This design comes from an exercise in tuning for small area, a short achievable clock period and few clock cycles per item on the open sky130 flow, not from production work.
Function was checked by simulation only, so behaviour that the tests miss may differ from the original.
Power is estimated from default activity; no workload was simulated.

File: flow/config.mk
export PLATFORM = sky130hd
export DESIGN_NAME = mod_inv_unit
export DESIGN_NICKNAME = mod_inv_unit
export VERILOG_FILES = /design/flow/design.v
export SDC_FILE = /design/flow/constraint.sdc
export NUM_CORES = 4
export LEC_CHECK = 0
export CAP_MARGIN = 20
export CORE_MARGIN = 2
export CORE_UTILIZATION = 40
export SLEW_MARGIN = 20
File: flow/constraint.sdc
create_clock -name core_clock -period 10.0 [get_ports {clk}]
set_input_delay 2.0000 -clock core_clock [delete_from_list [all_inputs] [get_ports {clk}]]
set_output_delay 2.0000 -clock core_clock [all_outputs]
set_load 0.01 [all_outputs]
File: flow/design.v
module mod_inv_unit (
    input  wire        clk,
    input  wire        rst,
    input  wire        in_valid,
    output wire        in_ready,
    input  wire [63:0] in_a,
    input  wire [63:0] in_q,
    output reg         out_valid,
    output wire [63:0] out_r,
    output reg         out_err
);
    reg        busy;
    reg        init;       
    reg [62:0] q_r;
    reg [63:0] u;
    reg [63:0] v;
    reg [63:0] x1;
    reg [63:0] x2;
    reg        uz;         
    reg        vz;         
    assign out_r = x1;
    wire u_zero = uz;
    wire done   = busy && (uz || vz);
    wire step   = busy && !done;
    assign in_ready = !busy || done;
    wire accept = in_valid && in_ready;
    wire sh    = !u[0] || !v[0];       
    wire sel_v = u[0];                 
    wire same  = (u[63] == v[63]);     
    wire [64:0] ua  = (sh && sel_v) ? {v[63], v} : {u[63], u};
    wire [64:0] ub  = sh ? 65'd0 : ({v[63], v} ^ {65{same}});
    wire [64:0] e   = ua + ub + {64'd0, !sh && same};
    wire [1:0]  j   = e[1] ? 2'd1 : (e[2] ? 2'd2 : 2'd3);
    wire [63:0] r   = (j == 2'd1) ? e[64:1] :
                      (j == 2'd2) ? {e[64], e[64:2]} : {{2{e[64]}}, e[64:3]};
    wire dneg = e[64] ^ u[63];
    wire ez   = (e[64:1] == 64'd0);
    wire wu   = step && (sh ? !sel_v : !dneg);
    wire wv   = step && (sh ?  sel_v :  dneg);
    wire [63:0] x1e = init ? 64'd1 : x1;
    wire [63:0] x2e = init ? 64'd0 : x2;
    wire        pfx2 = done ? u_zero : (sh && sel_v);
    wire [63:0] w    = u | v;                        
    wire        pinv = done && w[63];
    wire [63:0] pm   = pfx2 ? x2e : x1e;
    wire [63:0] p    = pm ^ {64{pinv}};
    wire        qinv = !sh && same && !done;
    wire [63:0] qq   = ((!sh && !done) ? x2e : 64'd0) ^ {64{qinv}};
    wire [2:0]  tl  = p[2:0] + qq[2:0] + {2'd0, pinv} + {2'd0, qinv};
    wire [2:0]  mk  = 3'd0 - tl * q_r[2:0];
    reg  [2:0]  kmag;
    reg         kneg;
    always @(*) begin
        kmag = 3'd0;
        kneg = 1'b0;
        if (done) begin
            kmag = {2'd0, pm[63] ^ pinv};
        end else if (j == 2'd1) begin
            kmag = {2'd0, mk[0]};
            kneg = !p[63];
        end else if (j == 2'd2) begin
            case (mk[1:0])
                2'd0: kmag = 3'd0;
                2'd1: kmag = 3'd1;
                2'd2: kmag = 3'd2;
                default: begin kmag = 3'd1; kneg = 1'b1; end
            endcase
        end else begin
            case (mk)
                3'd0: kmag = 3'd0;
                3'd1: kmag = 3'd1;
                3'd2: kmag = 3'd2;
                3'd3: kmag = 3'd3;
                3'd4: kmag = 3'd4;
                3'd5: begin kmag = 3'd3; kneg = 1'b1; end
                3'd6: begin kmag = 3'd2; kneg = 1'b1; end
                default: begin kmag = 3'd1; kneg = 1'b1; end
            endcase
        end
    end
    wire [1:0]  jx  = done ? 2'd0 : j;
    wire        k1n = kmag[0] && kneg;
    wire        k2n = (kmag[1] || kmag[2]) && kneg;
    wire [66:0] k1  = (kmag[0] ? {4'd0, q_r} : 67'd0) ^ {67{k1n}};
    wire [66:0] k2  = (kmag[2] ? {2'd0, q_r, 2'd0} :
                       kmag[1] ? {3'd0, q_r, 1'd0} : 67'd0) ^ {67{k2n}};
    wire [66:0] p67 = {{3{p[63]}}, p};
    wire [66:0] q67 = {{3{qq[63]}}, qq};
    wire [66:0] s1 = p67 ^ q67 ^ k1;
    wire [66:0] c1 = {(p67[65:0] & q67[65:0]) | (p67[65:0] & k1[65:0]) |
                      (q67[65:0] & k1[65:0]), pinv | qinv};
    wire [66:0] s2 = s1 ^ c1 ^ k2;
    wire [66:0] c2 = {(s1[65:0] & c1[65:0]) | (s1[65:0] & k2[65:0]) |
                      (c1[65:0] & k2[65:0]), k1n};
    wire [66:0] t  = s2 + c2 + {66'd0, k2n};
    wire [63:0] y  = (jx == 2'd0) ? t[63:0] :
                     (jx == 2'd1) ? t[64:1] :
                     (jx == 2'd2) ? t[65:2] : t[66:3];
    always @(posedge clk) begin
        if (rst) begin
            busy      <= 1'b0;
            out_valid <= 1'b0;
        end else begin
            out_valid <= done;
            if (done) begin
                busy    <= 1'b0;
                out_err <= !((w == 64'd1) || (w == {64{1'b1}}));
            end
            if (accept) begin
                busy <= 1'b1;
                init <= 1'b1;
                q_r  <= in_q[62:0];
                u    <= in_a;
                v    <= in_q;
                uz   <= (in_a == 64'd0);
                vz   <= (in_q == 64'd0);
            end else begin
                if (step) init <= 1'b0;
                if (wu) begin u <= r; uz <= ez; end
                if (wv) begin v <= r; vz <= ez; end
            end
            if (done || wu)         x1 <= y;
            else if (step && init)  x1 <= 64'd1;
            if (wv)                 x2 <= y;
            else if (step && init)  x2 <= 64'd0;
        end
    end
endmodule
File: flow/run.sh
#!/bin/bash
# synth_recipe.tcl (not shown) runs the flow's synth.tcl, then flattens the netlist and writes it again
# the make line also repeats each setting of config.mk as NAME=value (left out here)
make -C /OpenROAD-flow-scripts/flow DESIGN_CONFIG=/design/flow/config.mk WORK_HOME=/design/flow/orfs CLKGATE_MAP_FILE= SYNTH_SCRIPT=/design/flow/synth_recipe.tcl finish
==> impl_metrics.csv <==
group,metric,value,unit
run_status,outcome,"timing/DRC/antenna clean",
pwr,p_comb_frac,0.741,
timing,setup_viol,0,
final_layout,final_area,38400,µm²
pwr,power_density,341,nW/µm²
grt,grt_usage,0.313,
timing,setup_ws,466,ps
routing,wl_met3,10.7,mm
routing,drt_wl_total,138,mm
place,dp_hpwl,105,mm
routing,drtIter0Drc,2993,
routing,drt-met1-wl,57.7,mm
place,place.gp.congestion,1.01,
synthesis,synth_flop_cell,"edfxtp_1",
grt,grt_max_degree,81,
routing,firstDrtPassIters,6,
routing,vias,32200,
synthesis,yosys_warnings,1,
timing,relSlewSlack,0.237,
synthesis,syn-instance-count,4149,
pwr,switching_share,0.536,
worst_setup_path,cp.required,10290,ps
clock_tree,cts-htree-levels,2,
clock_tree,ctsLongestPathBuffers,3,
place,dpl_worst_slack,297,ps
synthesis,syn-num-nets,4553,
place,placed_cell_area,37000,µm²
worst_setup_path,slowest_delay,490,ps
routing,drcViolationCount,0,
clock_tree,cts_tree,"done",
clock_tree,clk_pin_slew,70,ps
clock_tree,cts_buffers,43,
routing,maxUsedRoutingLayer,"met5",
worst_setup_path,crit_path_end_kind,"flip-flop",
timing,hold_viol_final,0,
timing,tns,0,ps
timing,tightest_slew,1140,ps
final_layout,final_nets,4628,
routing,antenna_left,0,
final_layout,syn2layout_area_growth,13.9,%
die,die-height,294,µm
timing,period_share,0.953,
pwr,pwr-share-clk,0.118,
synthesis,synth_seq_cells,325,
synthesis,syn-cell-area,33800,µm²
die,ios,198,
clock_tree,clk_latency,610,ps
die,start_util,0.404,
clock_tree,cts-root-buf,"clkbuf_16",
worst_setup_path,crit_start,"u[0]",
place,io_buffers,197,
die,die_x,294,µm
timing,timing.fmax,105,MHz
timing,rsz0062_at_grt,"no",
timing,whs,840,ps
worst_hold_path,hp-start,"u[23]",
worst_setup_path,arrival,9820,ps
timing,final_max_slew_viol_count,0,
synthesis,synth-edff-count,323,
timing,fin_skew,38.5,ps
final_layout,drive_gt1_frac,0.0588,
pwr,internal_power,0.00608,W
clock_tree,clkSinkCount,325,
pwr,finalPower,0.0131,W
worst_setup_path,cp_slowest_cell,"edfxtp_1",
synthesis,yosysSeqAreaShare,0.289,
routing,wl_met2,63.8,mm
grt,antenna_found_initial,4,
die,fp-row-count,106,
worst_hold_path,hold_path.class,"flip-flop to flip-flop",
clock_tree,holdBufCountCts,0,
worst_setup_path,r2r_start,"u[0]",
worst_setup_path,criticalPathCategory,"flip-flop to flip-flop",
worst_setup_path,crit_buf_inv,6,
pwr,seqPwrFrac,0.141,
synthesis,yosysUniqueCellTypes,95,
pwr,peakVddDrop,146,µV
grt,grt_pass1_vias,31100,
die,core_area,83600,µm²
die,die_area,86700,µm²
worst_setup_path,cp_common_cell,"ha_1",
routing,wl_per_cell,25.9,µm
worst_setup_path,critical_path.top_delay_family,"adder cells",
grt,overflow,0,
run,cap_violations,0,
timing,period_needed,9530,ps
final_layout,num_antenna_cells,0,
pwr,leakage,15.6,nW
worst_setup_path,worstPathMaxFanout,20,
pwr,p_sw,0.00704,W
routing,vias_per_cell,6.03,
worst_setup_path,cp-start-kind,"flip-flop",
synthesis,avgSynthCellArea,8.14,µm²
grt,grt_first_pass_wirelength,203,mm
synthesis,synthArstFlopShare,0,
## power by group through the flow
stage | combinational [W] | clock [W] | sequential (W)
floorplan | 0.00664 | 0 | 0.00185
global placement | 0.00942 | 0 | 0.00187
detailed placement | 0.00941 | 0 | 0.00188
CTS | 0.00947 | 0.00157 | 0.00185
global route | 0.0106 | 0.00162 | 0.00186
finish | 0.00971 | 0.00155 | 0.00185
## logic make-up (layout without fill, tap and decap cells)
family	after synthesis	in the layout	synth area share
flip-flops	325	325	0.289
AND/OR/NAND/NOR	1742	1742	0.232
adder cells (fa/ha/maj)	273	273	0.131
AO/OA/AOI/OAI	1042	1042	0.200
buffers and inverters	357	462	0.0400
multiplexers	25	25	0.00790
XOR/XNOR	385	385	0.101
## area by class of cell
| class | instances | area, µm² |
|---|---|---|
| flip-flops and latches | 325 | 9740 |
| well taps | 1080 | 1350 |
| inverters | 86 | 325 |
| fillers | 8285 | 45100 |
| repair buffers | 301 | 2790 |
| clock buffers | 52 | 1130 |
| multi-input cells | 3467 | 22900 |
| clock inverters | 23 | 231 |
## metrics by stage
stage | cells | util
finish | 5334 | 0.460
global route | 5334 | 0.460
CTS | 5329 | 0.459
detailed placement | 5254 | 0.443
global placement | 5254 | 0.443
floorplan | 4149 | -
## timing repair
action	4_1_cts	5_1_grt
endpoints found under the setup margin	0	49
resized for setup	0	14
hold endpoints to repair	0	0
buffers inserted	0	3
## layer usage
| layer | track usage | vias up |
|---|---|---|
| met5 | 0 | - |
| met4 | 0.123 | 4 |
| met3 | 0.0546 | 272 |
| met2 | 0.515 | 1360 |
| met1 | 0.409 | 15700 |
| li1 | - | 14900 |
## final timing paths
check	end	cells after the start	slack, ps
setup reg to reg	x2[58]	36	470
hold reg to reg	out_err	4	840
setup / recovery	x2[58]	36	470
hold / removal	out_err	4	840
## cells in the final DEF, fill, tap and decap left out, types with 31 or more instances in the layout
master           count
clkdlybuf4s50_1    197
fa_1               131
a31oi_1             31
a21o_1             137
nor2_1             538
ha_1               140
nand4_1             81
a211oi_1            47
nand2b_1            74
or3_1               70
clkbuf_16           45
nor3_1              57
nand3_1             47
buf_4              101
o21ai_0            212
o211ai_1            36
xor2_1             182
nand2_1            664
inv_1               83
a21oi_1            303
edfxtp_1           323
and2_1              37
xnor2_1            197
nor4_1              71
## sequential cells by signal, summed over array words and instances, names as in the netlist
| name | flops |
|---|---|
| vz | 1 |
| out_err | 1 |
| v | 64 |
| x2 | 64 |
| out_valid | 1 |
| init | 1 |
| busy | 1 |
| u | 64 |
| q_r | 63 |
| uz | 1 |
| x1 | 64 |
## Yosys cell counts (10+ instances only)
library cell    n  area [µm²]
a211o_1        12         105
a211oi_1       49         368
a21o_1        137        1030
a21oi_1       307        1540
a221oi_1       29         254
a22oi_1        12        90.1
a31oi_1        31         194
and2_1         37         231
and3_1         13        81.3
and4_1         11        96.3
buf_1          33         124
clkbuf_1      229         860
edfxtp_1      323        9700
fa_1          132        2640
ha_1          141        1760
inv_1          83         312
mux2_2         13         146
mux2i_1        12         120
nand2_1       668        2510
nand2b_1       76         475
nand3_1        48         240
nand4_1        81         507
nor2_1        543        2040
nor2b_1        21         131
nor3_1         60         300
nor4_1         71         444
o211ai_1       36         270
o21a_1         30         225
o21ai_0       214        1070
o21ai_1        10        50.1
o21bai_1       24         180
o22ai_1        19         119
o31ai_1        17         128
or2_2          12        75.1
or3_1          70         438
xnor2_1       198        1730
xor2_1        183        1600
## worst min-delay path: stages, from the launching register on
cell and delay, ps:
edfxtp_1 340, nor2_1 80, nand4_1 90, nor4_1 60
a31oi_1 150
Testbench counts, summed over its fixed seeds: cycles 68,253, items 1,600.

==> static timing again, ports no longer ideal <==
In the flow no input, the clock included, has a driving cell. The finished layout below was timed again as built, in two steps. Step 1, drivers: a clkbuf_16 drives clk and a buf_2 each remaining input, both assumed. Step 2, shift: input delay + t, output delay - t, t = (earliest + latest rising clock arrival at the registers) / 2. This alone moves slack from input paths to output paths. Three values: ideal ports, drivers, drivers and shift; two values: the first two.
shift t [ns]: 0.657
setup slack, ns: 0.466 / 0.466 / 0.466
worst hold slack (ns): 0.840 / 0.840 / 0.840
clock arrival spread, ns: 0.038 / 0.039
slew at the worst register clock pin (ns): 0.07 / 0.07
After both steps this run still meets setup and hold. The setup slack of this run moves by 0.000 ns with the drivers and by 0.000 ns with both steps.
